Source: an optimization exercise on an open RTL-to-GDS flow (aim: small area). Production flows keep margins and buffers that such runs may drop.
RTL that was checked went through simulation tests only; none was proved equivalent to the original.
Only the layout flow was run in run 3; the RTL was not checked for function there.
Power is estimated from default activity; no workload was simulated.

==> flow/design.v <==
module onewire_slave (
    input  wire        clk,
    input  wire        rst_n,
    input  wire        dq_in,
    input  wire [63:0] rom_id,
    input  wire [7:0]  mem_rdata,
    input  wire        op_done,
    input  wire        isig_clr,
    output reg         dq_pd,
    output wire [4:0]  mem_addr,
    output wire        mem_rd,
    output wire        mem_we,
    output wire [7:0]  mem_wdata,
    output wire        op_req,
    output wire [7:0]  op_code,
    output reg         bus_reset,
    output reg  [7:0]  isig_cnt
);
    function [4:0] t_at(input integer n);
        integer i;
        reg [4:0] x;
        begin
            x = 5'd0;
            for (i = 0; i < n; i = i + 1) x = {x[3:0], ~(x[4] ^ x[2])};
            t_at = x;
        end
    endfunction
    function [8:0] l_at(input integer n);
        integer i;
        reg [8:0] x;
        begin
            x = 9'd0;
            for (i = 0; i < n; i = i + 1) x = {x[7:0], ~(x[8] ^ x[4])};
            l_at = x;
        end
    endfunction
    localparam [4:0] T_1   = t_at(1);
    localparam [4:0] T_30  = t_at(30);
    localparam [8:0] L_399 = l_at(399);
    localparam [8:0] C_RST = 9'd20;
    localparam [8:0] C_PD1 = C_RST + 9'd19;
    localparam [8:0] C_PD0 = C_RST + 9'd99;
    localparam [4:0] IDLE    = 5'b00000,
                     RST     = 5'b00001,
                     PR      = 5'b00010,
                     BUSY    = 5'b00011,
                     ROM_CMD = 5'b00100,
                     MATCH   = 5'b00101,
                     READ    = 5'b01000,
                     SRCH0   = 5'b01001,
                     SRCH1   = 5'b01010,
                     SRCH2   = 5'b01011,
                     TA_WR   = 5'b10000,
                     TA_RD   = 5'b10001,
                     WR_DATA = 5'b10010,
                     RD_DATA = 5'b10011,
                     WR_CRC  = 5'b10100,
                     RD_CRC  = 5'b10101,
                     FN_CMD  = 5'b11000,
                     CONV    = 5'b11001,
                     SCR     = 5'b11010;
    reg [4:0]  ph;
    reg [4:0]  T;
    reg [8:0]  low;
    reg [8:0]  cnt;
    reg [7:0]  sh;
    reg [15:0] crc;
    reg        dq_q;
    wire [2:0] b  = cnt[2:0];
    wire       H  = cnt[3];
    wire [4:0] A  = cnt[8:4];
    wire       cb = (b == 3'd7);
    wire       fall  = dq_q & ~dq_in;
    wire       ev    = ~dq_in & (low == L_399);
    wire       Tz    = (T == 5'd0);
    wire       Tend  = (T == T_30);
    wire [7:0] rx    = {dq_in, sh[7:1]};
    wire       rbit  = rom_id[cnt[5:0]];
    wire       idx63 = (cnt[5:0] == 6'd63);
    wire       is_busy = (ph == BUSY);
    wire       slotph  = (ph != IDLE) && (ph != RST) && (ph != PR) && (ph != BUSY);
    wire       dmode = (ph == RD_DATA) | (ph == WR_DATA);
    wire       rd    = ph[0];       
    wire       pe    = rd ? ((A[2:0] == 3'd0) | (A == 5'd23)) : ((A[2:0] == 3'd7) | (A == 5'd22));
    wire       last  = rd ? (A == 5'd23) : (A == 5'd22);
    wire       sbyte0 = (A == 5'd30) & H;
    wire       sbyte8 = (A == 5'd2) & H;
    wire       slot_end = slotph & Tend;
    reg tx, obit;
    always @* begin
        tx   = 1'b1;
        obit = 1'b1;
        case (ph)
            READ, SRCH0:       obit = rbit;
            SRCH1:             obit = ~rbit;
            RD_DATA:           obit = sh[0];
            RD_CRC, WR_CRC:    obit = crc[0];
            SCR:               obit = sbyte8 ? crc[8] : sh[0];
            default:           tx = 1'b0;
        endcase
    end
    reg [4:0] n_ph;
    reg       n_dqpd;
    reg       adv, ldA, kill, clr_hi, sh_ld;
    reg       acc_rd, acc_we;
    reg [4:0] acc_a;
    always @* begin
        n_ph   = ph;
        n_dqpd = dq_pd;
        adv    = 1'b0;
        ldA    = 1'b0;
        kill   = 1'b1;
        clr_hi = 1'b0;
        sh_ld  = 1'b0;
        acc_rd = 1'b0;
        acc_we = 1'b0;
        acc_a  = A;
        if (Tend) n_dqpd = 1'b0;
        case (ph)
            IDLE: ;
            RST: if (dq_in) begin
                adv  = 1'b1;
                n_ph = PR;
            end
            PR: begin
                adv = 1'b1;
                if (cnt == C_PD1) n_dqpd = 1'b1;
                if (cnt == C_PD0) begin
                    n_dqpd = 1'b0;
                    n_ph   = ROM_CMD;
                end
            end
            BUSY: begin
                if (T == T_1) n_dqpd = 1'b1;
                if (Tz && !H) n_ph = IDLE;
            end
            default: begin
                if (Tz && fall && tx && !obit) n_dqpd = 1'b1;
                if (Tend) begin
                    adv = 1'b1;
                    case (ph)
                        ROM_CMD: if (cb) begin
                            case (rx)
                                8'h33: n_ph = READ;
                                8'h55: n_ph = MATCH;
                                8'hCC: n_ph = FN_CMD;
                                8'hF0: n_ph = SRCH0;
                                8'hEC: begin
                                    acc_a  = 5'd10;
                                    acc_rd = 1'b1;
                                    n_ph = (mem_rdata[7] | mem_rdata[6]) ? SRCH0 : IDLE;
                                end
                                default: n_ph = IDLE;
                            endcase
                        end
                        READ: if (idx63) n_ph = FN_CMD;
                        MATCH: begin
                            if (dq_in != rbit) n_ph = IDLE;
                            else if (idx63) n_ph = FN_CMD;
                        end
                        SRCH0: begin
                            adv  = 1'b0;
                            n_ph = SRCH1;
                        end
                        SRCH1: begin
                            adv  = 1'b0;
                            n_ph = SRCH2;
                        end
                        SRCH2: begin
                            if (dq_in != rbit) n_ph = IDLE;
                            else if (idx63) n_ph = FN_CMD;
                            else n_ph = SRCH0;
                        end
                        FN_CMD: begin
                            kill = 1'b0;
                            if (cb) begin
                                ldA = 1'b1;
                                case (rx)
                                    8'hAA: n_ph = TA_RD;
                                    8'h55: n_ph = TA_WR;
                                    8'h3C: n_ph = CONV;
                                    8'h44, 8'h48, 8'hB8: n_ph = BUSY;
                                    8'hBE: begin
                                        acc_a  = 5'd4;
                                        acc_rd = 1'b1;
                                        sh_ld  = 1'b1;
                                        clr_hi = 1'b1;
                                        n_ph   = SCR;
                                    end
                                    default: n_ph = IDLE;
                                endcase
                            end
                        end
                        TA_RD, TA_WR: begin
                            kill = 1'b0;
                            if (cb) begin
                                if (H) begin
                                    if (rx >= 8'd23) n_ph = IDLE;
                                    else ldA = 1'b1;
                                end else if (rd) begin
                                    acc_rd = 1'b1;
                                    sh_ld  = 1'b1;
                                    n_ph   = RD_DATA;
                                end else begin
                                    n_ph = WR_DATA;
                                end
                            end
                        end
                        RD_DATA: begin
                            kill = 1'b0;
                            if (cb) begin
                                if (pe) n_ph = RD_CRC;
                                else begin
                                    acc_rd = 1'b1;
                                    sh_ld  = 1'b1;
                                end
                            end
                        end
                        WR_DATA: begin
                            kill = 1'b0;
                            if (cb) begin
                                acc_we = 1'b1;
                                if (pe) n_ph = WR_CRC;
                            end
                        end
                        RD_CRC, WR_CRC: begin
                            if (cb && H) begin
                                if (last) n_ph = IDLE;
                                else if (rd) begin
                                    acc_rd = 1'b1;
                                    sh_ld  = 1'b1;
                                    n_ph   = RD_DATA;
                                end else begin
                                    n_ph = WR_DATA;
                                end
                            end
                        end
                        CONV: begin
                            if (cb && !H) n_ph = BUSY;
                        end
                        SCR: begin
                            kill = sbyte8;
                            if (cb) begin
                                if (sbyte0) begin
                                    acc_a  = 5'd5;
                                    acc_rd = 1'b1;
                                    sh_ld  = 1'b1;
                                end
                                if (sbyte8) n_ph = IDLE;
                            end
                        end
                        default: ;
                    endcase
                end
            end
        endcase
        if (ev) begin
            n_ph   = RST;
            n_dqpd = 1'b0;
            acc_rd = 1'b0;
            acc_we = 1'b0;
        end
    end
    assign mem_rd    = acc_rd & rst_n;
    assign mem_we    = acc_we & rst_n;
    assign mem_addr  = (mem_rd | mem_we) ? acc_a : 5'd0;
    assign mem_wdata = mem_we ? rx : 8'd0;
    wire       mode8 = (ph == SCR);
    wire       rxph  = (ph == FN_CMD) | (ph == TA_RD) | (ph == TA_WR) | (ph == WR_DATA);
    wire       src   = mode8 ? crc[8] : crc[0];
    wire       fb    = (src ^ (rxph ? dq_in : sh[0])) & ~kill;
    wire       crc_en = Tend | (ph == PR);
    reg [15:0] n_crc;
    always @* begin
        n_crc = crc;
        if (crc_en) begin
            n_crc     = {fb, crc[15:1]};
            n_crc[11] = crc[12] ^ (fb & mode8);
            n_crc[10] = crc[11] ^ fb;
            n_crc[3]  = crc[4] ^ fb;
        end
        if (clr_hi) n_crc[15:8] = 8'd0;
    end
    wire       cA = cb & (dmode ? ~pe : (H | (ph == TA_RD)));
    reg [8:0] n_cnt;
    always @* begin
        n_cnt = cnt;
        if (adv) begin
            n_cnt[2:0] = b + 3'd1;
            n_cnt[3]   = (H ^ cb) & ~dmode;
            n_cnt[8:4] = ldA ? rx[4:0] : (A + {4'd0, cA});
        end
        if (is_busy && op_done) n_cnt[3] = 1'b0;
        if (ev) n_cnt = C_RST;
    end
    wire [7:0] n_sh = sh_ld ? mem_rdata : (Tend ? {dq_in & ~mode8, sh[7:1]} : sh);
    wire busy_start = is_busy & (T == T_1);
    wire act  = slotph | (is_busy & H);
    wire Tclr = ev | (Tz & ~(fall & act));
    always @(posedge clk) begin
        if (!rst_n) begin
            ph        <= IDLE;
            low       <= 9'd0;
            dq_q      <= 1'b0;
            dq_pd     <= 1'b0;
            bus_reset <= 1'b0;
            isig_cnt  <= 8'd0;
            T         <= 5'd0;
        end else begin
            ph        <= n_ph;
            low       <= dq_in ? 9'd0 : (ev ? 9'h1FF : {low[7:0], ~(low[8] ^ low[4])});
            dq_q      <= dq_in;
            dq_pd     <= n_dqpd;
            bus_reset <= ev;
            isig_cnt  <= (isig_clr ? 8'd0 : isig_cnt) + {7'd0, fall | busy_start};
            T         <= Tclr ? 5'd0 : {T[3:0], ~(T[4] ^ T[2])};
        end
        cnt <= n_cnt;
        sh  <= n_sh;
        crc <= n_crc;
    end
    assign op_req  = is_busy;
    assign op_code = is_busy ? {A[4] & ~A[2], ~A[4], A[4], A[4], A[4] | ~A[2], A[2], 2'b00} : 8'd0;
endmodule
==> flow/flow/run.sh <==
#!/bin/bash
# Standard ORFS layout (the standard.sh), with the port buffers made of
# the smallest buffer cell and clock-tree synthesis without dummy loads.
set -euo pipefail
bash standard.sh \
  "BUFFER_PORTS_ARGS=-buffer_cell sky130_fd_sc_hd__buf_1" \
  "CTS_ARGS=-sink_clustering_enable -repair_clock_nets -dont_use_dummy_load -buf_list sky130_fd_sc_hd__clkbuf_8" \
  finish > standard_flow.log 2>&1
==> flow/standard.sh <==
#!/bin/bash
# synth_recipe.tcl (not shown) runs the flow's synth.tcl, then flattens the netlist and writes it again
# the make line also repeats each setting of config.mk as NAME=value (left out here)
make -C /OpenROAD-flow-scripts/flow DESIGN_CONFIG=/design/flow/config.mk WORK_HOME=/design/flow/orfs CLKGATE_MAP_FILE= SYNTH_SCRIPT=/design/flow/synth_recipe.tcl "${@:-finish}"
==> flow/config.mk <==
export PLATFORM = sky130hd
export DESIGN_NAME = onewire_slave
export DESIGN_NICKNAME = onewire_slave
export VERILOG_FILES = /design/flow/design.v
export SDC_FILE = /design/flow/constraint.sdc
export NUM_CORES = 4
export LEC_CHECK = 0
export CAP_MARGIN = 20
export CORE_MARGIN = 2
export CORE_UTILIZATION = 40
export CTS_BUF_LIST = sky130_fd_sc_hd__clkbuf_8
export SLEW_MARGIN = 20
==> flow/constraint.sdc <==
create_clock -name core_clock -period 10.0 [get_ports {clk}]
set_input_delay 2.0000 -clock core_clock [delete_from_list [all_inputs] [get_ports {clk}]]
set_output_delay 2.0000 -clock core_clock [all_outputs]
set_load 0.01 [all_outputs]
==> results of run 1 <==
[logic make-up after synthesis]
kind of cell,after synthesis
flops,63
xor+xnor,16
fa+ha+maj,9
other cells,1
compound gates,115
mux,43
simple gates,269
buf+inv,54
[placed cells by master, fill, tap and decap left out, types with 4 or more instances in the layout]
cell type,count
buf_4,7
o211ai_1,5
o21ai_0,13
xnor2_1,7
buf_1,108
a211oi_1,8
a22oi_1,6
inv_1,9
nor4_1,6
mux2_1,7
clkbuf_8,9
nand2_1,60
a21boi_0,6
a31oi_1,11
nor2_1,65
mux2i_1,23
and3_1,8
edfxtp_1,16
a21oi_1,25
nand3_1,26
and2_1,24
nand2b_1,20
mux4_2,6
dfxtp_1,47
nor2b_1,13
nor3_1,13
o21ai_1,10
mux4_1,5
inv_2,4
nand4_1,13
xor2_1,8
ha_1,8
[per-stage QoR]
step,instance area [µm²],power [mW],hold WS [ns]
detailed placement,5140,0.410,0.408
global placement,5140,0.407,0.407
global route,5270,0.608,0.425
finish,5270,0.578,0.417
floorplan,4690,0.382,0.400
CTS,5270,0.582,0.418
[flip-flops by register name (all words and copies together) (netlist names)]
register	cells
T	5
bus_reset	1
ph	5
isig_cnt	8
crc	16
cnt	9
sh	8
low	9
dq_pd	1
dq_q	1
[worst max path at each step]
stage               slack [ns]          end  cells after the start
global route              3.44  mem_addr[2]                     10
finish                    3.66  mem_addr[0]                     10
CTS                       3.70  mem_addr[1]                     10
floorplan                 4.37  mem_addr[0]                      9
global placement          3.80  mem_addr[4]                     10
detailed placement        3.72  mem_addr[1]                     10
[critical path, stage by stage]
cell and delay, ns:
buf_1 0.07, buf_4 0.22, nor4_1 0.36, nand4_1 0.39
nand2_1 0.36, nor2_1 0.09, and4_1 0.32, nor2_1 0.29
a211oi_1 0.09, buf_1 0.14
[power by group through the flow]
stage               clock network (mW)  registers (mW)  logic [mW]
global placement                     0           0.302       0.105
finish                           0.173           0.298       0.107
floorplan                            0           0.283      0.0995
CTS                              0.177           0.298       0.107
global route                     0.188           0.302       0.118
detailed placement                   0           0.303       0.107
[synth_stat cells, drive strengths merged (3+ instances only)]
master | count | area [µm²]
ha | 8 | 100
nor4 | 6 | 37.5
nor3 | 13 | 65.1
buf | 20 | 114
xor2 | 9 | 86.3
nor2 | 65 | 244
nand2 | 60 | 225
nand3 | 27 | 140
mux2i | 23 | 230
o31ai | 3 | 22.5
or2 | 3 | 18.8
edfxtp | 16 | 480
a211oi | 8 | 60.1
mux2 | 9 | 101
a22oi | 6 | 45.0
xnor2 | 7 | 61.3
nand2b | 20 | 125
a21oi | 25 | 125
and3 | 8 | 50.1
nand4 | 13 | 81.3
clkbuf | 21 | 78.8
inv | 13 | 48.8
a31oi | 11 | 68.8
and2 | 24 | 150
dfxtp | 47 | 941
o21ai | 24 | 124
o211ai | 5 | 37.5
nand3b | 3 | 22.5
mux4 | 11 | 267
a21boi | 8 | 60.1
nor2b | 13 | 81.3
[layout make-up]
cell class | instances | area (µm²)
repair buffers | 115 | 458
well taps | 143 | 179
multi-input cells | 454 | 3040
fillers | 1133 | 6150
flip-flops and latches | 63 | 1420
clock buffers | 9 | 124
inverters | 13 | 48.8
[per-layer routing]
metal	track usage	up-vias	routed length, µm	part of all wire
li1	-	2228	-	-
met1	0.322	2263	6470	0.43
met2	0.383	241	7020	0.47
met3	0.0535	19	1150	0.077
met4	0.0756	0	265	0.018
met5	0	-	0	0
==> flow_summary_export.csv, run 1 <==
group,metric,value,unit
route,drt_first_pass_iters,5,
worst_setup_path,cp.arrival,4.34,ns
floorplanning,die_h,112,µm
synth,synth_warnings,1,
synth,syn_inst,570,
sta,tns,0,ns
worst_setup_path,worst-path-max-fanout,28,
synth,synthMuxAreaShare,0.128,
worst_setup_path,worstSetupStartpoint,"dq_in",
worst_setup_path,r2r_setup_slack,6.42,ns
power,power_density,110,nW/µm²
worst_setup_path,r2r-start,"cnt[1]",
placement,place.gp.congestion,0.978,
route,remaining_drc_errors,0,
sta,worstMarginPinSlew,0.965,ns
worst_setup_path,r2r_end,"ph[0]",
clock_network,cts_buffers,9,
sta,max_slew_margin,0.356,
global_routing,grt_max_degree,29,
clock_network,clk_pin_slew_worst_paths,0.05,ns
sta,fmax,158,MHz
power,combPwrFrac,0.186,
power,power_switching_share,0.291,
synth,ys.flop_type,"dfxtp_1",
sta,finClkSkew,0.0251,ns
sta,final-setup-viol-count,0,
floorplanning,initial_core_util,0.411,
power,p_int,0.410,mW
sta,finalHoldViolations,0,
clock_network,root_buffer,"clkbuf_8",
sta,setup_slack,3.66,ns
run,maxCapViolCount,0,
worst_setup_path,end_kind,"output pin",
clock_network,ctsHoldBuffers,0,
floorplanning,core_area,11400,µm²
global_routing,overflow,0,
hold_path,hold_path_class,"reg2reg",
global_routing,grt_first_pass_wirelength,24100,µm
global_routing,grtUsageTotal,0.239,
final_layout,finish.utilization,0.461,
placement,place.detailed.hpwl,11000,µm
clock_network,postCtsSetupBuffers,0,
clock_network,cts.sinks,63,
final_layout,fin_cells,797,
sta,min_period,6.34,ns
synth,synth_xor_area_frac,0.0315,
placement,dpl_worst_slack,3.72,ns
power,ir_drop,86.2,µV
status,status,"timing/DRC/antenna clean",
route,totalWireLength,14900,µm
floorplanning,rows,39,
sta,rsz0062_at_grt,"false",
floorplanning,dieArea,12600,µm²
power,power_frac_clock,0.299,
route,viasPerCell,5.96,
clock_network,cts_resized,0,
route,via_count,4751,
synth,ys_ff_latch,63,
hold_path,hold_end,"crc[6]",
synth,synth_top_family_by_area,"simple AND/OR/NAND/NOR gates",
synth,synth_edf_count,16,
worst_setup_path,crit_required,8.00,ns
sta,slew_viol_final,0,
final_layout,area_growth,12.4,%
final_layout,drive_gt1_frac,0.0642,
placement,dpl.cell_count,788,
route,drt.antenna.violating_nets,0,
synth,synth_compound_area_frac,0.169,
synth,yosysUniqueCellTypes,76,
hold_path,whs_path_depth,0,
clock_network,tritoncts,"built",
power,p_sw,0.168,mW
hold_path,worstHoldStart,"crc[7]",
placement,numPortBuffers,108,
worst_setup_path,startpoint_type,"primary input",
global_routing,antenna_found_initial,0,
floorplanning,die_w,112,µm
synth,yosys.area_share.adder,0.0235,
worst_setup_path,critPathKind,"in2out",
power,power_frac_seq,0.515,
route,wl_per_cell,18.7,µm
power,p_leak,1.91,nW
clock_network,clk_path_buf_depth,2,
final_layout,nets,741,
clock_network,clkLatencyLatePin,0.36,ns
global_routing,grt_pass1_vias,4691,
final_layout,num_antenna_cells,0,
synth,seq_area_frac_synth,0.303,
floorplanning,io_pins,111,
synth,async_flop_share,0,
synth,syn_area,4690,µm²
synth,synth-simple-area-share,0.293,
synth,syn_area_per_cell,8.23,µm²
sta,fin_crit_sh,0.634,
worst_setup_path,worstRegToRegCells,11,
route,drt_iter0_markers,691,
clock_network,htree_levels,3,
==> run 2: changes to the inputs <==
==> flow/run.sh (new file) <==
#!/bin/bash
# synth_recipe.tcl (not shown) runs the flow's synth.tcl, then flattens the netlist and writes it again
# the make line also repeats each setting of config.mk as NAME=value (left out here)
make -C /OpenROAD-flow-scripts/flow DESIGN_CONFIG=/design/flow/config.mk WORK_HOME=/design/flow/orfs CLKGATE_MAP_FILE= SYNTH_SCRIPT=/design/flow/synth_recipe.tcl finish
removed: flow/flow/run.sh
removed: flow/standard.sh
==> run 2 against run 1 <==
  * Still clean
  * Area after synthesis unchanged
  * Wire length rose by 1.1%
  * Combinational power up about 20%
  * Maximum frequency fell by 12%
  * Design area grew 13%
  * Global-route usage grew 0.10 points
  * Clock skew fell by 0.018 ns
  * Worst setup slack worse by 0.83 ns
  * Critical path type unchanged
  * Largest power group unchanged
==> flow_summary_export.csv, run 2 <==
group,metric,value,unit
route,via_count,4720,
synth,syn_inst,570,
final_layout,largest_reg_flops,16,
worst_setup_path,worst-path-max-fanout,28,
sta,tns,0,ns
final_layout,fin_cells,800,
power,power_density,108,nW/µm²
sta,timing.hold.ws,0.423,ns
route,drt.antenna.violating_nets,0,
synth,syn_area,4690,µm²
placement,place.detailed.hpwl,11100,µm
power,power,0.645,mW
synth,yosysUniqueCellTypes,76,
floorplanning,io_pins,111,
sta,max_slew_margin,0.276,
worst_setup_path,crit_required,8.00,ns
sta,min_period,7.17,ns
sta,finalHoldViolations,0,
synth,async_flop_share,0,
placement,place.gp.congestion,0.932,
worst_setup_path,r2r_end,"ph[0]",
global_routing,grt_first_pass_wirelength,24100,µm
route,remaining_drc_errors,0,
sta,rsz0062_at_grt,"false",
final_layout,final_cell_mix,"clkdlybuf4s50_1 (108), nor2_1 (65), nand2_1 (60)",
placement,dpl_worst_slack,2.87,ns
sta,worstMarginPinSlew,1.09,ns
global_routing,grt_pass1_vias,4548,
synth,synth_warnings,1,
synth,synth_commonest_cells,"nor2_1 (65), nand2_1 (60), dfxtp_1 (47), nand3_1 (26), a21oi_1 (25)",
synth,yosysMostFrequentCell,"nor2_1",
synth,post-synth-top-area-cell,"dfxtp_1",
worst_setup_path,r2r_setup_slack,6.39,ns
synth,ys_ff_latch,63,
synth,ys.flop_type,"dfxtp_1",
synth,synth_area_leaders,"dfxtp_1 (20%), edfxtp_1 (10%), nor2_1 (5.2%)",
run,maxCapViolCount,0,
status,status,"timing/DRC/antenna clean",
placement,dpl.cell_count,784,
global_routing,antenna_found_initial,0,
floorplanning,core_area,11400,µm²
worst_setup_path,cp.arrival,5.17,ns
final_layout,drive_gt1_frac,0.0654,
hold_path,hold_path_class,"reg2reg",
route,viasPerCell,5.90,
clock_network,ctsHoldBuffers,0,
final_layout,area_growth,27.5,%
final_layout,reg.largest.list,"crc: 16 flops, cnt: 9 flops, low: 9 flops",
sta,final-setup-viol-count,0,
sta,finClkSkew,0.00707,ns
power,p_leak,2.21,nW
worst_setup_path,end_kind,"output pin",
clock_network,tritoncts,"built",
worst_setup_path,startpoint_type,"primary input",
global_routing,grtUsageTotal,0.240,
clock_network,clk_pin_slew_worst_paths,0.07,ns
clock_network,postCtsSetupBuffers,0,
clock_network,clkLatencyLatePin,0.35,ns
sta,slew_viol_final,0,
synth,seq_area_frac_synth,0.303,
floorplanning,die_h,112,µm
worst_setup_path,cp_slowest_cell,"clkdlybuf4s50_1",
floorplanning,initial_core_util,0.411,
final_layout,nets,737,
clock_network,root_buffer,"clkbuf_8",
worst_setup_path,worstSetupStartpoint,"dq_in",
global_routing,grt_max_degree,29,
placement,numPortBuffers,108,
floorplanning,rows,39,
worst_setup_path,cpMostUsedCell,"nor2_1",
worst_setup_path,worstRegToRegCells,11,
clock_network,clk_path_buf_depth,2,
final_layout,top_register,"crc",
sta,fin_crit_sh,0.717,
route,drt_iter0_markers,443,
worst_setup_path,max_stage_delay,0.49,ns
final_layout,num_antenna_cells,0,
sta,setup_slack,2.83,ns
worst_setup_path,crit_end,"mem_addr[2]",
floorplanning,dieArea,12600,µm²
route,totalWireLength,15100,µm
clock_network,cts.sinks,63,
worst_setup_path,worstPathCellList,"clkdlybuf4s50_1 -> buf_4 -> nor4_1 -> nand4_1 -> nand2_1 -> nor2_1 -> and4_1 -> nor2_1 -> nor2_1 -> clkdlybuf4s50_1",
synth,synth_edf_count,16,
power,ir_drop,82.3,µV
sta,fmax,139,MHz
worst_setup_path,critPathKind,"in2out",
synth,synth_top_area_frac,0.201,
clock_network,htree_levels,3,
floorplanning,die_w,112,µm
route,drt_first_pass_iters,5,
final_layout,layout_commonest_cell,"clkdlybuf4s50_1",
clock_network,cts_resized,0,
route,wl_per_cell,18.8,µm
worst_setup_path,r2r-start,"cnt[1]",
clock_network,cts_buffers,9,
synth,syn_area_per_cell,8.23,µm²
global_routing,overflow,0,
[run 2: changes by cell type in the layout (fill, tap and decap cells not counted), sizes merged]
cell,change
buf,-112
clkdlybuf4s50,+108
clkinv,+3
inv,+3
bufinv,+1
[run 2: cells by family after synthesis]
| family | share of synthesized area |
|---|---|
| compound gates | 0.169 |
| buf+inv | 0.0515 |
| flops | 0.303 |
| mux | 0.128 |
| simple gates | 0.293 |
| other cells | 0.000800 |
| xor+xnor | 0.0315 |
| fa+ha+maj | 0.0235 |
[run 2: power by group]
group,switching (mW),total [mW],internal [mW]
logic,0.0503,0.128,0.0777
clock network,0.105,0.219,0.114
registers,0.0276,0.299,0.271
total,0.183,0.645,0.462
[run 2: final cells by class]
class / instances / area [µm²]
clock buffer: 9 / 124
clock inverter: 7 / 65.1
fill: 1122 / 5440
inverter: 13 / 48.8
multi-input combinational: 454 / 3040
sequential: 63 / 1420
tap: 143 / 179
timing repair buffer: 111 / 1100
[run 2: how the worst min path moves through the flow]
| stage | start | endpoint | slack (ns) | cells after the start |
|---|---|---|---|---|
| after global routing | crc[6] | crc[5] | 0.45 | 0 |
| after global placement | crc[5] | crc[4] | 0.41 | 0 |
| after floorplan | crc[1] | crc[0] | 0.40 | 0 |
| after detailed placement | crc[7] | crc[6] | 0.41 | 0 |
| after CTS | crc[6] | crc[5] | 0.43 | 0 |
| final | crc[7] | crc[6] | 0.42 | 0 |
[run 2: metrics by stage]
stage	cell area (µm²)	util
after global routing	5980	0.524
after global placement	5790	0.507
final	5980	0.524
after detailed placement	5790	0.507
after CTS	5980	0.524
after floorplan	4690	-
[run 2: worst max-delay path, delay by kind of cell]
family | cells | cell delay [ns]
buffers and inverters | 3 | 1.12
and+or+nand+nor | 7 | 2.03
[run 2: per-layer routing]
metal | global-route usage | wire length, µm
met1 | 0.329 | 6830
met2 | 0.378 | 6880
met3 | 0.0486 | 928
met4 | 0.0805 | 420
met5 | 0 | 0
==> run 3: changes to the inputs <==
--- a/flow/design.v
+++ b/flow/design.v
@@ -15,3 +15,3 @@
     output wire [7:0]  op_code,
-    output reg         bus_reset,
+    output wire        bus_reset,
     output reg  [7:0]  isig_cnt
@@ -32,3 +32,3 @@
             x = 9'd0;
-            for (i = 0; i < n; i = i + 1) x = {x[7:0], ~(x[8] ^ x[4])};
+            for (i = 0; i < n; i = i + 1) x = {x[7:0], ~(x[8] ^ x[3])};
             l_at = x;
@@ -39,2 +39,5 @@
     localparam [8:0] L_399 = l_at(399);
+    localparam [8:0] L_400 = l_at(400);
+    localparam [8:0] M_399 = 9'b101101111;
+    localparam [8:0] M_400 = 9'b011011111;
     localparam [8:0] C_RST = 9'd20;
@@ -42,2 +45,4 @@
     localparam [8:0] C_PD0 = C_RST + 9'd99;
+    localparam [8:0] M_PD1 = 9'b001011111;
+    localparam [8:0] M_PD0 = 9'b001110111;
     localparam [4:0] IDLE    = 5'b00000,
@@ -73,3 +78,4 @@
     wire       fall  = dq_q & ~dq_in;
-    wire       ev    = ~dq_in & (low == L_399);
+    wire       ev    = ~dq_in & ((low & M_399) == (L_399 & M_399));
+    wire       at400 = ((low & M_400) == (L_400 & M_400));
     wire       Tz    = (T == 5'd0);
@@ -83,6 +89,7 @@
     wire       rd    = ph[0];       
-    wire       pe    = rd ? ((A[2:0] == 3'd0) | (A == 5'd23)) : ((A[2:0] == 3'd7) | (A == 5'd22));
-    wire       last  = rd ? (A == 5'd23) : (A == 5'd22);
-    wire       sbyte0 = (A == 5'd30) & H;
-    wire       sbyte8 = (A == 5'd2) & H;
+    wire       a22   = A[4] & A[2] & A[1];
+    wire       pe    = rd ? ((A[2:0] == 3'd0) | (a22 & A[0])) : (A[2] & A[1] & (A[0] | A[4]));
+    wire       last  = a22 & (A[0] | ~rd);
+    wire       sbyte0 = A[4] & ~A[0] & H;
+    wire       sbyte8 = ~A[4] & A[1] & H;
     wire       slot_end = slotph & Tend;
@@ -126,4 +133,4 @@
                 adv = 1'b1;
-                if (cnt == C_PD1) n_dqpd = 1'b1;
-                if (cnt == C_PD0) begin
+                if ((cnt & M_PD1) == (C_PD1 & M_PD1)) n_dqpd = 1'b1;
+                if ((cnt & M_PD0) == (C_PD0 & M_PD0)) begin
                     n_dqpd = 1'b0;
@@ -305,3 +312,2 @@
             dq_pd     <= 1'b0;
-            bus_reset <= 1'b0;
             isig_cnt  <= 8'd0;
@@ -310,6 +316,5 @@
             ph        <= n_ph;
-            low       <= dq_in ? 9'd0 : (ev ? 9'h1FF : {low[7:0], ~(low[8] ^ low[4])});
+            low       <= dq_in ? 9'd0 : ({low[7:0], ~(low[8] ^ low[3])} | {9{at400}});
             dq_q      <= dq_in;
             dq_pd     <= n_dqpd;
-            bus_reset <= ev;
             isig_cnt  <= (isig_clr ? 8'd0 : isig_cnt) + {7'd0, fall | busy_start};
@@ -321,2 +326,3 @@
     end
+    assign bus_reset = at400;
     assign op_req  = is_busy;
==> flow/flow/run.sh (new file) <==
#!/bin/bash
# Standard ORFS layout (the standard.sh), with the port buffers made of
# the smallest buffer cell and clock-tree synthesis without dummy loads.
set -euo pipefail
bash standard.sh \
  "BUFFER_PORTS_ARGS=-buffer_cell sky130_fd_sc_hd__buf_1" \
  "CTS_ARGS=-sink_clustering_enable -repair_clock_nets -dont_use_dummy_load -buf_list sky130_fd_sc_hd__clkbuf_8 -sink_clustering_size 24 -sink_clustering_max_diameter 100" \
  finish > standard_flow.log 2>&1
==> flow/standard.sh (new file) <==
#!/bin/bash
# synth_recipe.tcl (not shown) runs the flow's synth.tcl, then flattens the netlist and writes it again
# the make line also repeats each setting of config.mk as NAME=value (left out here)
make -C /OpenROAD-flow-scripts/flow DESIGN_CONFIG=/design/flow/config.mk WORK_HOME=/design/flow/orfs CLKGATE_MAP_FILE= SYNTH_SCRIPT=/design/flow/synth_recipe.tcl "${@:-finish}"
--- a/flow/config.mk
+++ b/flow/config.mk
@@ -11,2 +11,3 @@
 export CTS_BUF_LIST = sky130_fd_sc_hd__clkbuf_8
+export GPL_TIMING_DRIVEN = 0
 export SLEW_MARGIN = 20
removed: flow/run.sh
==> run 3 against run 2 <==
  * Clock skew up 0.017 ns
  * Flip-flop and latch count down 1
  * Via count grew 5.3%
  * Worst setup slack improved by 0.56 ns
  * Synthesized cell count grew 1.1%
  * Design area shrank 6.4%
  * Critical endpoint unchanged
  * Largest cell class unchanged
==> flow_summary_export.csv, run 3 <==
group,metric,value,unit
synth,ys_ff_latch,62,
power,power_density,139,nW/µm²
clock_network,ctsHoldBuffers,0,
floorplanning,core_area,12000,µm²
synth,syn_inst,576,
clock_network,tritoncts,"built",
sta,min_period,6.61,ns
route,totalWireLength,16500,µm
route,drt.antenna.violating_nets,0,
hold_path,hold_path_class,"reg2reg",
sta,finClkSkew,0.0241,ns
sta,rsz0062_at_grt,"false",
route,remaining_drc_errors,0,
global_routing,grtUsageTotal,0.260,
synth,syn_area,4870,µm²
global_routing,overflow,0,
final_layout,final_cell_mix,"buf_1 (109), nand2_1 (62), dfxtp_1 (46)",
synth,syn_area_per_cell,8.46,µm²
synth,synth_commonest_cells,"nand2_1 (62), dfxtp_1 (46), nor2_1 (41), nand3_1 (34), a21oi_1 (30)",
route,drt_first_pass_iters,5,
worst_setup_path,worstPathCellList,"buf_1 -> clkbuf_1 -> nor3_1 -> nand2b_1 -> clkbuf_1 -> nor3_2 -> nor2_1 -> a311oi_1 -> buf_1",
floorplanning,die_h,114,µm
placement,place.gp.congestion,0.995,
synth,synth_area_leaders,"dfxtp_1 (19%), edfxtp_1 (9.9%), mux4_2 (6.0%)",
floorplanning,dieArea,13100,µm²
sta,worstMarginPinSlew,0.860,ns
synth,yosysUniqueCellTypes,82,
final_layout,nets,781,
clock_network,cts_buffers,9,
final_layout,drive_gt1_frac,0.120,
floorplanning,io_pins,111,
sta,max_slew_margin,0.422,
global_routing,antenna_found_initial,0,
final_layout,reg.largest.list,"crc: 16 flops, cnt: 9 flops, low: 9 flops",
placement,numPortBuffers,108,
sta,fmax,151,MHz
placement,place.detailed.hpwl,12800,µm
synth,ys.flop_type,"dfxtp_1",
worst_setup_path,crit_family,"simple AND/OR/NAND/NOR gates",
global_routing,grt_pass1_vias,4785,
synth,synth_top_area_frac,0.189,
final_layout,area_growth,14.8,%
final_layout,top_register,"crc",
worst_setup_path,worst-path-max-fanout,10,
clock_network,root_buffer,"clkbuf_8",
final_layout,num_antenna_cells,0,
worst_setup_path,startpoint_type,"primary input",
worst_setup_path,cp_slowest_cell,"nor3_2",
synth,synth_edf_count,16,
sta,finalHoldViolations,0,
clock_network,cts.sinks,62,
worst_setup_path,end_kind,"output pin",
worst_setup_path,worstRegToRegCells,8,
clock_network,clkLatencyLatePin,0.36,ns
synth,seq_area_frac_synth,0.288,
sta,timing.hold.ws,0.425,ns
final_layout,layout_commonest_cell,"buf_1",
floorplanning,initial_core_util,0.407,
route,viasPerCell,5.91,
global_routing,grt_first_pass_wirelength,26000,µm
sta,fin_crit_sh,0.661,
final_layout,largest_reg_flops,16,
sta,tns,0,ns
worst_setup_path,r2r_end,"sh[0]",
floorplanning,die_w,114,µm
power,p_leak,1.94,nW
floorplanning,rows,40,
power,ir_drop,89.7,µV
worst_setup_path,cp.arrival,4.61,ns
worst_setup_path,r2r-start,"cnt[0]",
clock_network,htree_levels,3,
global_routing,grt_max_degree,17,
route,drt_iter0_markers,257,
hold_path,worstHoldStart,"crc[3]",
clock_network,postCtsSetupBuffers,0,
sta,final-setup-viol-count,0,
synth,yosysMostFrequentCell,"nand2_1",
clock_network,clk_pin_slew_worst_paths,0.06,ns
synth,post-synth-top-area-cell,"dfxtp_1",
worst_setup_path,cp.buffers_inverters,4,
clock_network,cts_resized,0,
worst_setup_path,r2r_setup_slack,6.88,ns
synth,synth_warnings,1,
worst_setup_path,critPathKind,"in2out",
clock_network,clk_path_buf_depth,2,
route,via_count,4970,
worst_setup_path,worstSetupStartpoint,"dq_in",
status,status,"timing/DRC/antenna clean",
route,wl_per_cell,19.6,µm
sta,slew_viol_final,0,
hold_path,whs_path_depth,0,
hold_path,hold_end,"crc[2]",
worst_setup_path,crit_required,8.00,ns
run,maxCapViolCount,0,
synth,async_flop_share,0,
worst_setup_path,max_stage_delay,0.50,ns
## run 3: cell type report
type                    count  area (µm²)
inverters                  18        67.6
flip-flops and latches     62        1400
multi-input cells         452        3150
clock buffers               9         124
repair buffers            108         405
plain buffers              45         259
well taps                 147         184
fillers                  1215        6370
## run 3: per-layer routing
layer	GRT usage	share of wire	vias to the layer above
met4	0.107	0.028	0
met5	0	0	-
met1	0.344	0.44	2387
met3	0.0519	0.066	33
li1	-	-	2354
met2	0.415	0.47	196
## run 3: stage by stage
| step | power (mW) | cell area [µm²] | utilization | instances | setup WS, ns |
|---|---|---|---|---|---|
| detailed placement | 0.615 | 5470 | 0.457 | 832 | 3.48 |
| CTS | 0.787 | 5600 | 0.468 | 841 | 3.46 |
| finish | 0.780 | 5600 | 0.468 | 841 | 3.39 |
| global placement | 0.609 | 5470 | 0.457 | 832 | 3.52 |
| global route | 0.829 | 5600 | 0.468 | 841 | 3.25 |
| floorplan | 0.546 | 4880 | - | 577 | 4.29 |
## run 3: worst reg2reg max path: cells and delay by family (launching register included)
kind                       cells  cell delay, ns
muxes                          1            0.39
AOI/OAI and AO/OA              1            0.21
and+or+nand+nor                2            0.87
DFF                            1            0.33
adders and majority gates      2            0.41
buffers and inverters          2            0.65
## run 3: cell families (layout without fill, tap and decap cells)
logic type      Yosys count  after routing  share of synthesized area
compound gates          131            131                      0.193
xor+xnor                 15             15                     0.0270
fa+ha+maj                 8              8                     0.0205
buf+inv                  63            180                     0.0670
flops                    62             62                      0.288
mux                      37             37                      0.112
other cells               1              2                   0.000770
simple gates            259            259                      0.293
## run 3: report_power, final
part / internal, mW / leakage [nW] / switching [mW]
combinational: 0.152 / 1.35 / 0.161
sequential: 0.280 / 0.520 / 0.0174
clock: 0.0798 / 0.0647 / 0.0889
total: 0.512 / 1.94 / 0.268
## run 3: worst max-delay path by stage
| stage | endpoint | slack (ns) | cells after the start |
|---|---|---|---|
| 2_1_floorplan | mem_addr[2] | 4.29 | 7 |
| 3_3_place_gp | mem_addr[2] | 3.52 | 9 |
| 3_5_place_dp | mem_addr[2] | 3.48 | 9 |
| 4_1_cts | mem_addr[2] | 3.46 | 9 |
| 5_1_grt | mem_addr[2] | 3.25 | 9 |
| 6_report | mem_addr[2] | 3.39 | 9 |
==> run 4: changes to the inputs <==
--- a/flow/design.v
+++ b/flow/design.v
@@ -95,2 +95,3 @@
     wire       slot_end = slotph & Tend;
+    wire       scr_fix  = b[0] & ~b[1];
     reg tx, obit;
@@ -104,3 +105,3 @@
             RD_CRC, WR_CRC:    obit = crc[0];
-            SCR:               obit = sbyte8 ? crc[8] : sh[0];
+            SCR:               obit = sbyte8 ? (crc[8] ^ scr_fix) : sh[0];
             default:           tx = 1'b0;
@@ -110,3 +111,3 @@
     reg       n_dqpd;
-    reg       adv, ldA, kill, clr_hi, sh_ld;
+    reg       adv, ldA, kill, sh_ld;
     reg       acc_rd, acc_we;
@@ -119,3 +120,2 @@
         kill   = 1'b1;
-        clr_hi = 1'b0;
         sh_ld  = 1'b0;
@@ -193,3 +193,2 @@
                                         sh_ld  = 1'b1;
-                                        clr_hi = 1'b1;
                                         n_ph   = SCR;
@@ -288,3 +287,2 @@
         end
-        if (clr_hi) n_crc[15:8] = 8'd0;
     end
==> flow/flow/run.sh (replaced) <==
#!/bin/bash
# Standard ORFS layout (the standard.sh), with the port buffers made of
# the smallest buffer cell and a clock tree of few large buffers.
set -euo pipefail
bash standard.sh \
  "BUFFER_PORTS_ARGS=-buffer_cell sky130_fd_sc_hd__buf_1" \
  "CTS_ARGS=-sink_clustering_enable -repair_clock_nets -dont_use_dummy_load -buf_list sky130_fd_sc_hd__clkbuf_16 -sink_clustering_size 64 -sink_clustering_max_diameter 400" \
  finish > standard_flow.log 2>&1
--- a/flow/config.mk
+++ b/flow/config.mk
@@ -10,4 +10,2 @@
 export CORE_UTILIZATION = 40
-export CTS_BUF_LIST = sky130_fd_sc_hd__clkbuf_8
-export GPL_TIMING_DRIVEN = 0
 export SLEW_MARGIN = 20
==> run 4 against run 3 <==
  * Global-route usage down 4.1 points
  * Design area down 4.0%
  * Clock power up 51%
  * Combinational power down 42%
  * Via count down 6.5%
  * Die area down 3.6%
  * Worst hold slack worse by 0.0094 ns
  * Clock skew down 0.014 ns
  * Utilization up 0.25 points
  * Critical endpoint is now mem_addr[4]
==> flow_summary_export.csv, run 4 <==
group,metric,value,unit
status,status,"timing/DRC/antenna clean",
global_routing,grtUsageTotal,0.219,
final_layout,largest_reg_flops,16,
sta,tns,0,ns
final_layout,reg.largest.list,"crc: 16 flops, cnt: 9 flops, low: 9 flops",
synth,ys.flop_type,"dfxtp_1",
final_layout,seq_area,1480,µm²
clock_network,clk_path_buf_depth,2,
synth,synth_xor_area_frac,0.0280,
clock_network,tritoncts,"built",
floorplanning,die_h,112,µm
synth,syn_area,4690,µm²
sta,min_period,6.23,ns
synth,syn_area_per_cell,8.90,µm²
route,drt_iter0_markers,459,
worst_setup_path,cpMostUsedCell,"buf_1",
final_layout,final_cell_mix,"buf_1 (108), nor2_1 (55), nand2_1 (40)",
synth,synthMuxAreaShare,0.130,
sta,setup_slack,3.77,ns
worst_setup_path,critPathKind,"in2out",
final_layout,drive_gt1_frac,0.0636,
synth,syn_inst,527,
placement,dpl_worst_slack,3.84,ns
worst_setup_path,end_kind,"output pin",
clock_network,clkLatencyLatePin,0.33,ns
worst_setup_path,max_stage_delay,0.42,ns
sta,fin_crit_sh,0.623,
worst_setup_path,crit_family,"simple AND/OR/NAND/NOR gates",
sta,slew_viol_final,0,
synth,yosys.area_share.adder,0.0240,
floorplanning,core_area,11400,µm²
route,drt_first_pass_iters,5,
placement,place.gp.congestion,0.937,
final_layout,layout_commonest_cell,"buf_1",
global_routing,grt_first_pass_wirelength,22100,µm
worst_setup_path,crit_required,8.00,ns
sta,rsz0062_at_grt,"false",
sta,fmax,161,MHz
clock_network,ctsHoldBuffers,0,
placement,numPortBuffers,108,
sta,finalHoldViolations,0,
global_routing,overflow,0,
global_routing,antenna_found_initial,0,
final_layout,finish.utilization,0.470,
synth,synth_edf_count,24,
clock_network,htree_levels,3,
route,viasPerCell,6.15,
final_layout,area_growth,14.5,%
synth,synth_top_family_by_area,"simple AND/OR/NAND/NOR gates",
route,totalWireLength,14000,µm
final_layout,nets,701,
clock_network,postCtsSetupBuffers,0,
global_routing,grt_pass1_vias,4272,
synth,yosysMostFrequentCell,"nor2_1",
global_routing,grt_max_degree,37,
worst_setup_path,cp_slowest_cell,"nor4_1",
synth,post-synth-top-area-cell,"dfxtp_1",
clock_network,cts.sinks,62,
floorplanning,dieArea,12600,µm²
worst_setup_path,startpoint_type,"primary input",
synth,synth_top_area_frac,0.162,
synth,synth_area_leaders,"dfxtp_1 (16%), edfxtp_1 (15%), mux4_1 (6.7%)",
power,ir_drop,86.8,µV
sta,max_slew_margin,0.332,
floorplanning,initial_core_util,0.411,
floorplanning,io_pins,111,
route,via_count,4646,
synth,synth_compound_area_frac,0.188,
worst_setup_path,cp.arrival,4.23,ns
clock_network,root_buffer,"clkbuf_16",
final_layout,num_antenna_cells,0,
floorplanning,die_w,112,µm
route,drt.antenna.violating_nets,0,
hold_path,hold_path_class,"reg2reg",
floorplanning,rows,39,
worst_setup_path,worst-path-max-fanout,17,
power,p_leak,1.92,nW
sta,final-setup-viol-count,0,
sta,finClkSkew,0.0100,ns
worst_setup_path,worstPathCellList,"buf_1 -> buf_4 -> inv_1 -> nor4_1 -> nand3_1 -> or2_1 -> a21oi_1 -> o21ai_1 -> a211oi_1 -> buf_1",
final_layout,top_register,"crc",
final_layout,multi_input_area,2960,µm²
run,maxCapViolCount,0,
sta,worstMarginPinSlew,0.999,ns
final_layout,fillers,1095,
synth,synth_warnings,1,
worst_setup_path,cp.buffers_inverters,4,
clock_network,clk_pin_slew_worst_paths,0.05,ns
synth,synth-simple-area-share,0.260,
power,power_density,140,nW/µm²
synth,synth_commonest_cells,"nor2_1 (55), nand2_1 (40), dfxtp_1 (38), clkbuf_1 (25), edfxtp_1 (24)",
placement,dpl.cell_count,747,
synth,seq_area_frac_synth,0.316,
clock_network,cts_buffers,9,
synth,yosysUniqueCellTypes,77,
route,remaining_drc_errors,0,
synth,async_flop_share,0,
placement,place.detailed.hpwl,10300,µm
clock_network,cts_resized,0,
power,power,0.753,mW
final_layout,fin_cells,756,
route,wl_per_cell,18.5,µm
synth,ys_ff_latch,62,
run 4: cell count changes after synthesis, moves of 9 or more:
cell,previous run,this run
clkbuf_1,15,25
and2_1,23,11
and3_1,4,16
nand3_1,34,16
mux4_2,13,4
buf_4,14,3
nand2_1,62,40
mux4_1,0,12
a21oi_1,30,19
nor2_1,41,55
run 4: path summary, 6_finish.rpt:
check	end	slack, ns	startpoint	depth (start not counted)
worst max-delay path	mem_addr[4]	3.77	dq_in	10
worst min-delay path	crc[9]	0.42	crc[10]	0
worst min register to register	crc[9]	0.42	crc[10]	0
worst max register to register	ph[3]	6.50	cnt[1]	7
run 4: cell type report:
| type | count | share of cell area |
|---|---|---|
| clock buffers | 9 | 0.0419 |
| well taps | 143 | 0.0333 |
| multi-input cells | 410 | 0.552 |
| inverters | 17 | 0.0119 |
| repair buffers | 115 | 0.0853 |
| flip-flops and latches | 62 | 0.276 |
run 4: per-stage QoR:
| step | hold slack, ns | instance area, µm² |
|---|---|---|
| global placement | 0.405 | 5140 |
| finish | 0.416 | 5370 |
| global route | 0.420 | 5370 |
| floorplan | 0.400 | 4690 |
| detailed placement | 0.406 | 5140 |
| CTS | 0.418 | 5370 |
run 4: worst reg2reg max path, delay by kind of cell (launching register included):
kind            cells  cell delay [ns]
compound gates      3             0.75
flops               1             0.90
mux                 4             1.76
run 4: logic make-up (layout without fill, tap and decap cells):
group           Yosys count  in the layout
compound gates          123            123
xor+xnor                 15             15
fa+ha+maj                 9              9
buf+inv                  56            141
mux                      35             35
flops                    62             62
other cells               1              2
simple gates            226            226
run 4: power breakdown:
part           leakage, nW  internal [mW]  switching [mW]
combinational         1.28          0.102          0.0793
sequential           0.523          0.271          0.0453
clock                0.111          0.157          0.0991
run 4: metal layers:
layer	share of wire	track usage
met5	0	0
met4	0.018	0.0659
met3	0.080	0.0475
met2	0.47	0.361
met1	0.43	0.290
==> run 5: changes to the inputs <==
==> flow/flow/run.sh (replaced) <==
#!/bin/bash
# Standard ORFS layout (the standard.sh), with the port buffers made of
# the smallest buffer cell and a clock tree of few large buffers.
set -euo pipefail
bash standard.sh \
  "BUFFER_PORTS_ARGS=-buffer_cell sky130_fd_sc_hd__buf_1" \
  "CTS_ARGS=-repair_clock_nets -dont_use_dummy_load -buf_list sky130_fd_sc_hd__clkbuf_16" \
  finish > standard_flow.log 2>&1
==> run 5 against run 4 <==
  * Non-clock buffer count did not move
  * Utilization is the same
  * Total power is the same
  * Worst hold slack unchanged
  * Sequential power is essentially flat
  * Sequential share of layout area unchanged
  * Clock power is essentially flat
  * First-iteration DRC count unchanged
==> flow_summary_export.csv, run 5 <==
group,metric,value,unit
status,status,"timing/DRC/antenna clean",
worst_setup_path,cpMostUsedCell,"buf_1",
global_routing,overflow,0,
clock_network,clkLatencyLatePin,0.33,ns
synth,syn_inst,527,
worst_setup_path,r2r_end,"ph[3]",
hold_path,whs_path_depth,0,
power,p_leak,1.92,nW
worst_setup_path,worst-path-max-fanout,17,
synth,synth-simple-area-share,0.260,
sta,max_slew_margin,0.332,
route,totalWireLength,14000,µm
power,p_int,0.530,mW
worst_setup_path,cp_slowest_cell,"nor4_1",
sta,worstMarginPinSlew,0.999,ns
route,wl_per_cell,18.5,µm
synth,synth_edf_count,24,
route,drt_iter0_markers,459,
final_layout,fin_area,5370,µm²
hold_path,hold_path_class,"reg2reg",
placement,place.detailed.hpwl,10300,µm
route,dr_wl_met2,6570,µm
run,maxCapViolCount,0,
clock_network,ctsHoldBuffers,0,
synth,synth_top_family_by_area,"simple AND/OR/NAND/NOR gates",
sta,finClkSkew,0.0100,ns
synth,synth_top_area_frac,0.162,
synth,synth_xor_area_frac,0.0280,
worst_setup_path,crit_family,"simple AND/OR/NAND/NOR gates",
worst_setup_path,cp.depth,10,
sta,tns,0,ns
final_layout,largest_reg_flops,16,
route,drt-met1-wl,6040,µm
placement,dpl_cell_area,5140,µm²
clock_network,htree_levels,3,
global_routing,grt_pass1_vias,4272,
sta,fmax,161,MHz
route,via_count,4646,
synth,syn_area_per_cell,8.90,µm²
placement,dpl.cell_count,747,
synth,yosysUniqueCellTypes,77,
worst_setup_path,worstPathCellList,"buf_1 -> buf_4 -> inv_1 -> nor4_1 -> nand3_1 -> or2_1 -> a21oi_1 -> o21ai_1 -> a211oi_1 -> buf_1",
synth,synth_area_leaders,"dfxtp_1 (16%), edfxtp_1 (15%), mux4_1 (6.7%)",
sta,slew_viol_final,0,
synth,synth_warnings,1,
sta,finalHoldViolations,0,
synth,post-synth-top-area-cell,"dfxtp_1",
worst_setup_path,max_stage_delay,0.42,ns
clock_network,cts.sinks,62,
clock_network,tritoncts,"built",
final_layout,drive_gt1_frac,0.0636,
final_layout,nets,701,
sta,final-setup-viol-count,0,
power,power_density,140,nW/µm²
worst_setup_path,worstRegToRegCells,7,
route,drt_first_pass_iters,5,
final_layout,layout_commonest_cell,"buf_1",
sta,fin_crit_sh,0.623,
synth,synth_commonest_cells,"nor2_1 (55), nand2_1 (40), dfxtp_1 (38), clkbuf_1 (25), edfxtp_1 (24)",
power,power_frac_seq,0.420,
synth,ys.flop_type,"dfxtp_1",
final_layout,reg.largest.list,"crc: 16 flops, cnt: 9 flops, low: 9 flops",
route,remaining_drc_errors,0,
final_layout,final_cell_mix,"buf_1 (108), nor2_1 (55), nand2_1 (40)",
route,viasPerCell,6.15,
worst_setup_path,end_kind,"output pin",
power,power,0.753,mW
floorplanning,die_w,112,µm
floorplanning,core_area,11400,µm²
worst_setup_path,r2r_setup_slack,6.50,ns
hold_path,hold_end,"crc[9]",
floorplanning,io_pins,111,
global_routing,grt_max_degree,37,
final_layout,top_register,"crc",
route,drt.antenna.violating_nets,0,
placement,place.gp.congestion,0.937,
final_layout,num_antenna_cells,0,
worst_setup_path,critPathKind,"in2out",
worst_setup_path,cp.buffers_inverters,4,
clock_network,postCtsSetupBuffers,0,
clock_network,cts_buffers,9,
synth,yosys.area_share.adder,0.0240,
synth,async_flop_share,0,
power,combPwrFrac,0.240,
worst_setup_path,r2r-start,"cnt[1]",
hold_path,worstHoldStart,"crc[10]",
sta,rsz0062_at_grt,"false",
synth,synth_compound_area_frac,0.188,
power,ir_drop,86.8,µV
final_layout,fin_cells,756,
worst_setup_path,startpoint_type,"primary input",
floorplanning,initial_core_util,0.411,
floorplanning,die_h,112,µm
global_routing,grt_first_pass_wirelength,22100,µm
synth,seq_area_frac_synth,0.316,
synth,ys_ff_latch,62,
power,power_frac_clock,0.340,
route,wl_met3,1130,µm
clock_network,cts_resized,0,
clock_network,clk_pin_slew_worst_paths,0.05,ns
power,p_sw,0.224,mW
synth,syn_area,4690,µm²
placement,numPortBuffers,108,
synth,synthMuxAreaShare,0.130,
synth,yosysMostFrequentCell,"nor2_1",
global_routing,antenna_found_initial,0,
worst_setup_path,cp.arrival,4.23,ns
floorplanning,rows,39,
route,top_layer,"met4",
floorplanning,dieArea,12600,µm²
global_routing,grtUsageTotal,0.219,
worst_setup_path,crit_required,8.00,ns
sta,min_period,6.23,ns
power,power_switching_share,0.297,
clock_network,clk_path_buf_depth,2,
final_layout,area_growth,14.5,%
clock_network,root_buffer,"clkbuf_16",
run 5: cell counts in the layout (fill, tap and decap cells not counted):
Identical to the previous run, type by type.
run 5: logic make-up (layout without fill, tap and decap cells):
logic type	count (synthesis)	count (layout)
other	1	2
flip-flops	62	62
buffers and inverters	56	141
adder cells (fa/ha/maj)	9	9
AO/OA/AOI/OAI	123	123
AND/OR/NAND/NOR	226	226
XOR/XNOR	15	15
multiplexers	35	35
run 5: stage by stage:
step                 util  worst slack [ns]  hold slack, ns
floorplan               -              4.41           0.400
global placement    0.450              3.94           0.405
detailed placement  0.450              3.84           0.406
CTS                 0.470              3.84           0.418
global route        0.470              3.54           0.420
finish              0.470              3.77           0.416
run 5: power by group through the flow:
stage	sequential, mW	clock [mW]	combinational [mW]
floorplan	0.284	0	0.179
global placement	0.321	0	0.179
detailed placement	0.322	0	0.182
CTS	0.317	0.263	0.182
global route	0.321	0.271	0.200
finish	0.316	0.256	0.181
run 5: final cells by class:
class | count | area (µm²)
repair buffers | 115 | 458
flip-flops and latches | 62 | 1480
inverters | 17 | 63.8
clock buffers | 9 | 225
well taps | 143 | 179
fillers | 1095 | 6050
multi-input cells | 410 | 2960
run 5: worst max path at each step:
stage,start,endpoint
detailed placement,dq_in,mem_addr[4]
floorplan,dq_in,mem_addr[2]
CTS,dq_in,mem_addr[4]
global placement,dq_in,mem_addr[4]
finish,dq_in,mem_addr[4]
global route,dq_in,mem_addr[2]
run 5: worst register-to-register path, cell delays in order, from the launching register on:
cell and delay, ns:
dfxtp_1 0.90, mux4_1 0.68, mux4_2 0.47, mux2i_1 0.25, mux2_1 0.36, a311oi_2 0.40
o21ai_2 0.11, a311oi_2 0.24
run 5: per-layer routing:
layer | track usage | vias to the layer above
met4 | 0.0659 | 0
met5 | 0 | -
li1 | - | 2162
met3 | 0.0475 | 20
met2 | 0.361 | 248
met1 | 0.290 | 2216
==> run 6: changes to the inputs <==
==> flow/flow/run.sh (replaced) <==
#!/bin/bash
# Standard ORFS layout (the standard.sh) with three changes:
#  - synthesis maps the logic with ABC's area-oriented script in
#    flow/abc_area.script (deep AIG optimisation, then area mapping); the
#    flip-flops are mapped before ABC runs, exactly as in the standard flow
#  - the port buffers are the smallest buffer cell
#  - clock-tree synthesis uses clkbuf_8 and no dummy loads
set -euo pipefail
rm -rf scripts_area
cp -r "$FLOW_HOME/scripts" scripts_area
cp flow/abc_area.script scripts_area/abc_area.script
bash standard.sh \
  "SCRIPTS_DIR=$PWD/scripts_area" \
  "ABC_AREA=1" \
  "BUFFER_PORTS_ARGS=-buffer_cell sky130_fd_sc_hd__buf_1" \
  "CTS_ARGS=-sink_clustering_enable -repair_clock_nets -dont_use_dummy_load -buf_list sky130_fd_sc_hd__clkbuf_8 -sink_buffer_max_cap_derate 1.0" \
  finish > standard_flow.log 2>&1
==> flow/flow/abc_area.script (new file) <==
strash
&get -n
&fraig -x
&deepsyn -I 1 -J 50
&put
dch -f
amap
==> run 6 against run 5 <==
  * Register-to-register slack got worse by 0.38 ns
  * Via count fell by 8.4%
  * Clock-buffer cell count did not move
  * Critical endpoint is now mem_wdata[7]
  * Highest routed layer unchanged
  * Synthesized cell count fell by 2.8%
  * Still clean
  * Flip-flop and latch count did not move
==> flow_summary_export.csv, run 6 <==
group,metric,value,unit
clock_network,clk_path_buf_depth,2,
synth,syn_area,3770,µm²
placement,place.gp.congestion,1.01,
clock_network,htree_levels,3,
final_layout,layout_commonest_cell,"nor2_1",
route,drt_first_pass_iters,7,
sta,worstMarginPinSlew,1.04,ns
status,status,"timing/DRC/antenna clean",
power,power_density,201,nW/µm²
clock_network,cts.sinks,62,
worst_setup_path,cp.arrival,4.45,ns
synth,synth_area_leaders,"dfxtp_1 (20%), edfxtp_1 (19%), nor2_1 (13%)",
clock_network,tritoncts,"built",
worst_setup_path,crit_required,8.00,ns
floorplanning,core_area,9200,µm²
final_layout,area_growth,17.4,%
floorplanning,rows,35,
route,totalWireLength,12100,µm
synth,synth_top_area_frac,0.202,
clock_network,clk_pin_slew_worst_paths,0.07,ns
sta,min_period,6.45,ns
final_layout,num_antenna_cells,0,
route,remaining_drc_errors,0,
clock_network,root_buffer,"clkbuf_8",
route,drt_iter0_markers,355,
synth,synth_warnings,1,
sta,final-setup-viol-count,0,
worst_setup_path,end_kind,"output pin",
power,ir_drop,66.0,µV
final_layout,reg.largest.list,"crc: 16 flops, cnt: 9 flops, low: 9 flops",
global_routing,grt_max_degree,17,
synth,syn_inst,512,
synth,yosysMostFrequentCell,"nor2_1",
synth,post-synth-top-area-cell,"dfxtp_1",
floorplanning,dieArea,10200,µm²
route,viasPerCell,5.77,
power,p_leak,1.49,nW
final_layout,final_cell_mix,"nor2_1 (130), buf_1 (108), clkinv_1 (66)",
route,drt.antenna.violating_nets,0,
floorplanning,die_h,101,µm
sta,rsz0062_at_grt,"false",
synth,ys.flop_type,"dfxtp_1",
route,wl_per_cell,16.4,µm
floorplanning,initial_core_util,0.410,
final_layout,largest_reg_flops,16,
final_layout,drive_gt1_frac,0.0159,
sta,tns,0,ns
synth,syn_area_per_cell,7.36,µm²
clock_network,cts_resized,0,
synth,ys_ff_latch,62,
global_routing,antenna_found_initial,0,
global_routing,overflow,0,
hold_path,hold_path_class,"reg2reg",
final_layout,fin_cells,738,
sta,max_slew_margin,0.288,
placement,place.detailed.hpwl,9390,µm
worst_setup_path,startpoint_type,"primary input",
global_routing,grt_first_pass_wirelength,18400,µm
route,via_count,4258,
worst_setup_path,critPathKind,"in2out",
final_layout,nets,715,
synth,yosysUniqueCellTypes,44,
global_routing,grt_pass1_vias,3818,
synth,synth_commonest_cells,"nor2_1 (130), clkinv_1 (66), nand2_1 (44), dfxtp_1 (38), nor3_1 (27)",
placement,dpl_worst_slack,3.57,ns
global_routing,grtUsageTotal,0.231,
clock_network,clkLatencyLatePin,0.35,ns
sta,fmax,155,MHz
clock_network,postCtsSetupBuffers,0,
placement,numPortBuffers,108,
placement,dpl.cell_count,729,
sta,slew_viol_final,0,
sta,fin_crit_sh,0.645,
clock_network,ctsHoldBuffers,0,
floorplanning,io_pins,111,
synth,async_flop_share,0,
sta,setup_slack,3.55,ns
floorplanning,die_w,101,µm
worst_setup_path,worst-path-max-fanout,9,
final_layout,top_register,"crc",
synth,synth_edf_count,24,
synth,seq_area_frac_synth,0.393,
sta,finClkSkew,0.0284,ns
sta,finalHoldViolations,0,
run,maxCapViolCount,0,
clock_network,cts_buffers,9,
==> run 6: changes by cell type after synthesis, moves of 10 or more <==
cell / delta
nor2_1: +75
clkinv_1: +66
clkbuf_1: -25
inv_1: -16
mux4_1: -12
nor3_1: +12
and2_1: -11
nand2b_1: -11
o22ai_1: +10
==> run 6: routing by layer <==
layer | wire [µm] | GRT usage | share of wire | up-vias
met5 | 0 | 0 | 0 | -
li1 | - | - | - | 2062
met2 | 5530 | 0.376 | 0.46 | 185
met1 | 5360 | 0.295 | 0.44 | 1976
met3 | 795 | 0.0534 | 0.066 | 35
met4 | 399 | 0.0915 | 0.033 | 0
==> run 6: worst max-delay path: stages <==
cell and delay [ns]:
buf_1 0.29, clkinv_1 0.34, nand2_1 0.13, nor3_1 0.06, nand3b_1 0.20, nand2_1 0.25
nor3_1 0.48, clkinv_1 0.36, nor2_1 0.17, buf_1 0.17
==> run 6: stage by stage <==
step / cell area (µm²) / util / hold WS (ns) / total power, mW
5_1_grt: 4420 / 0.481 / 0.428 / 0.954
3_5_place_dp: 4300 / 0.468 / 0.405 / 0.712
3_3_place_gp: 4300 / 0.468 / 0.407 / 0.720
6_report: 4420 / 0.481 / 0.411 / 0.890
2_1_floorplan: 3770 / - / 0.399 / 0.599
4_1_cts: 4420 / 0.481 / 0.412 / 0.886
==> run 6: path summary, 6_finish.rpt <==
kind	cells past startpoint	end	slack, ns	start
min reg2reg	0	crc[9]	0.41	crc[10]
max reg2reg	14	ph[2]	6.12	cnt[3]
max	10	mem_wdata[7]	3.55	dq_in
min	0	crc[9]	0.41	crc[10]
==> run 6: area by class of cell <==
type                       instances  area [µm²]
clock buffer                       9         124
fill                             982        4770
inverter                          66         248
multi-input combinational        382        2030
sequential                        62        1480
tap                              111         139
timing repair buffer             108         405
==> run 6: report_power, final <==
group	leakage, nW	total, mW	switching, mW	internal (mW)
registers	0.529	0.354	0.0504	0.303
clock network	0.0647	0.174	0.0942	0.0802
logic	0.897	0.362	0.238	0.124
total	1.49	0.890	0.382	0.507
==> run 6: kinds of logic after synthesis <==
group	count (synthesis)	share of synthesized area
compound gates	122	0.218
fa+ha+maj	9	0.0299
buf+inv	69	0.0717
flops	62	0.393
other cells	1	0.000995
simple gates	249	0.286
==> run 7: changes to the inputs <==
--- a/flow/flow/run.sh
+++ b/flow/flow/run.sh
@@ -15,3 +15,3 @@
   "BUFFER_PORTS_ARGS=-buffer_cell sky130_fd_sc_hd__buf_1" \
-  "CTS_ARGS=-sink_clustering_enable -repair_clock_nets -dont_use_dummy_load -buf_list sky130_fd_sc_hd__clkbuf_8 -sink_buffer_max_cap_derate 1.0" \
+  "CTS_ARGS=-sink_clustering_enable -repair_clock_nets -dont_use_dummy_load -root_buf sky130_fd_sc_hd__clkbuf_8 -buf_list sky130_fd_sc_hd__clkbuf_4" \
   finish > standard_flow.log 2>&1
==> run 7 against run 6 <==
  * Wire length unchanged
  * Clock skew unchanged
  * Worst setup slack unchanged
  * First-iteration DRC count unchanged
  * Synthesized cell count unchanged
  * Design area unchanged
  * Maximum frequency unchanged
  * Register-to-register slack about the same
  * Largest cell class unchanged
==> flow_summary_export.csv, run 7 <==
group,metric,value,unit
final_layout,nets,715,
synth,syn_area,3770,µm²
worst_setup_path,critPathKind,"in2out",
sta,tns,0,ns
synth,synth_warnings,1,
power,power,0.890,mW
route,drt_iter0_markers,355,
final_layout,layout_commonest_cell,"nor2_1",
global_routing,grt_first_pass_wirelength,18400,µm
clock_network,clk_pin_slew_worst_paths,0.07,ns
global_routing,antenna_found_initial,0,
sta,setup_slack,3.55,ns
worst_setup_path,worstPathCellList,"buf_1 -> clkinv_1 -> nand2_1 -> nor3_1 -> nand3b_1 -> nand2_1 -> nor3_1 -> clkinv_1 -> nor2_1 -> buf_1",
hold_path,hold_path_class,"reg2reg",
synth,synth_top_area_frac,0.202,
power,p_sw,0.382,mW
worst_setup_path,worst-path-max-fanout,9,
floorplanning,io_pins,111,
status,status,"timing/DRC/antenna clean",
placement,dpl.cell_count,729,
route,totalWireLength,12100,µm
sta,fmax,155,MHz
global_routing,grt_pass1_vias,3818,
run,maxCapViolCount,0,
floorplanning,core_area,9200,µm²
placement,numPortBuffers,108,
floorplanning,die_w,101,µm
final_layout,final_cell_mix,"nor2_1 (130), buf_1 (108), clkinv_1 (66)",
synth,synth_area_leaders,"dfxtp_1 (20%), edfxtp_1 (19%), nor2_1 (13%)",
power,power_frac_clock,0.196,
sta,fin_crit_sh,0.645,
worst_setup_path,startpoint_type,"primary input",
final_layout,largest_reg_flops,16,
floorplanning,dieArea,10200,µm²
sta,finalHoldViolations,0,
clock_network,cts_resized,0,
power,power_density,201,nW/µm²
floorplanning,initial_core_util,0.410,
synth,syn_area_per_cell,7.36,µm²
route,drt.antenna.violating_nets,0,
route,via_count,4258,
final_layout,top_register,"crc",
global_routing,overflow,0,
final_layout,num_antenna_cells,0,
power,combPwrFrac,0.406,
clock_network,tritoncts,"built",
global_routing,grt_max_degree,17,
clock_network,clk_path_buf_depth,2,
route,drt_first_pass_iters,7,
hold_path,whs_path_depth,0,
sta,min_period,6.45,ns
clock_network,htree_levels,3,
synth,post-synth-top-area-cell,"dfxtp_1",
worst_setup_path,worstRegToRegCells,14,
clock_network,postCtsSetupBuffers,0,
placement,place.gp.congestion,1.01,
final_layout,finish.utilization,0.481,
worst_setup_path,cp.depth,10,
synth,ys_ff_latch,62,
clock_network,ctsHoldBuffers,0,
power,ir_drop,66.0,µV
sta,slew_viol_final,0,
worst_setup_path,cp_slowest_cell,"nor3_1",
synth,seq_area_frac_synth,0.393,
synth,yosysUniqueCellTypes,44,
final_layout,fin_cells,738,
synth,synth_commonest_cells,"nor2_1 (130), clkinv_1 (66), nand2_1 (44), dfxtp_1 (38), nor3_1 (27)",
worst_setup_path,max_stage_delay,0.48,ns
floorplanning,die_h,101,µm
placement,place.detailed.hpwl,9390,µm
worst_setup_path,crit_required,8.00,ns
run 7: cell counts in the layout (fill, tap and decap cells not counted):
No cell type changed its count.
run 7: cell families after synthesis:
logic type	count (synthesis)	share of synthesized area
compound gates	122	0.218
fa+ha+maj	9	0.0299
other cells	1	0.000995
simple gates	249	0.286
buf+inv	69	0.0717
flops	62	0.393
run 7: final timing paths:
kind,from,endpoint,slack (ns)
min,crc[10],crc[9],0.41
min reg2reg,crc[10],crc[9],0.41
max,dq_in,mem_wdata[7],3.55
max reg2reg,cnt[3],ph[2],6.12
run 7: power groups by stage:
stage          clock (mW)  combinational, mW  sequential [mW]
2_1_floorplan           0              0.259            0.340
3_3_place_gp            0              0.362            0.358
3_5_place_dp            0              0.354            0.358
4_1_cts             0.178              0.355            0.353
5_1_grt             0.188              0.406            0.361
6_report            0.174              0.362            0.354
run 7: layout make-up:
type,count,area [µm²]
tap,111,139
inverter,66,248
clock buffer,9,124
fill,982,4770
timing repair buffer,108,405
multi-input combinational,382,2030
sequential,62,1480
run 7: metrics by stage:
stage / area [µm²] / hold slack (ns)
finish: 4420 / 0.411
global route: 4420 / 0.428
CTS: 4420 / 0.412
detailed placement: 4300 / 0.405
global placement: 4300 / 0.407
floorplan: 3770 / 0.399
run 7: metal layers:
metal / share of wire / up-vias / GRT usage
li1: - / 2062 / -
met1: 0.44 / 1976 / 0.295
met2: 0.46 / 185 / 0.376
met3: 0.066 / 35 / 0.0534
met4: 0.033 / 0 / 0.0915
met5: 0 / - / 0

## re-timing with driven ports
No port has a modelled driver above. Below, the same layouts with a new extraction and two added sets of constraints.
Step 1, drivers: a clkbuf_16 drives clk and a buf_2 each remaining input, both assumed.
Step 2 also shifts input and output timing later by t, the mid clock arrival at the registers, as if the neighbouring blocks saw the same clock.
Slacks: ideal / step 1 / step 2; pairs: ideal / step 1.
| run | t, ns | setup WS [ns] |
|---|---|---|
| run 1 | 0.383 | 3.659 / 3.639 / 3.639 |
| run 2 | 0.379 | 2.831 / 2.809 / 2.809 |
| run 3 | 0.385 | 3.393 / 3.371 / 3.371 |
| run 4 | 0.365 | 3.770 / 3.748 / 3.748 |
| run 5 | 0.365 | 3.770 / 3.748 / 3.748 |
| run 6 | 0.366 | 3.546 / 3.517 / 3.517 |
| run 7 | 0.366 | 3.546 / 3.517 / 3.517 |
After both steps setup and hold are still met in every run listed.
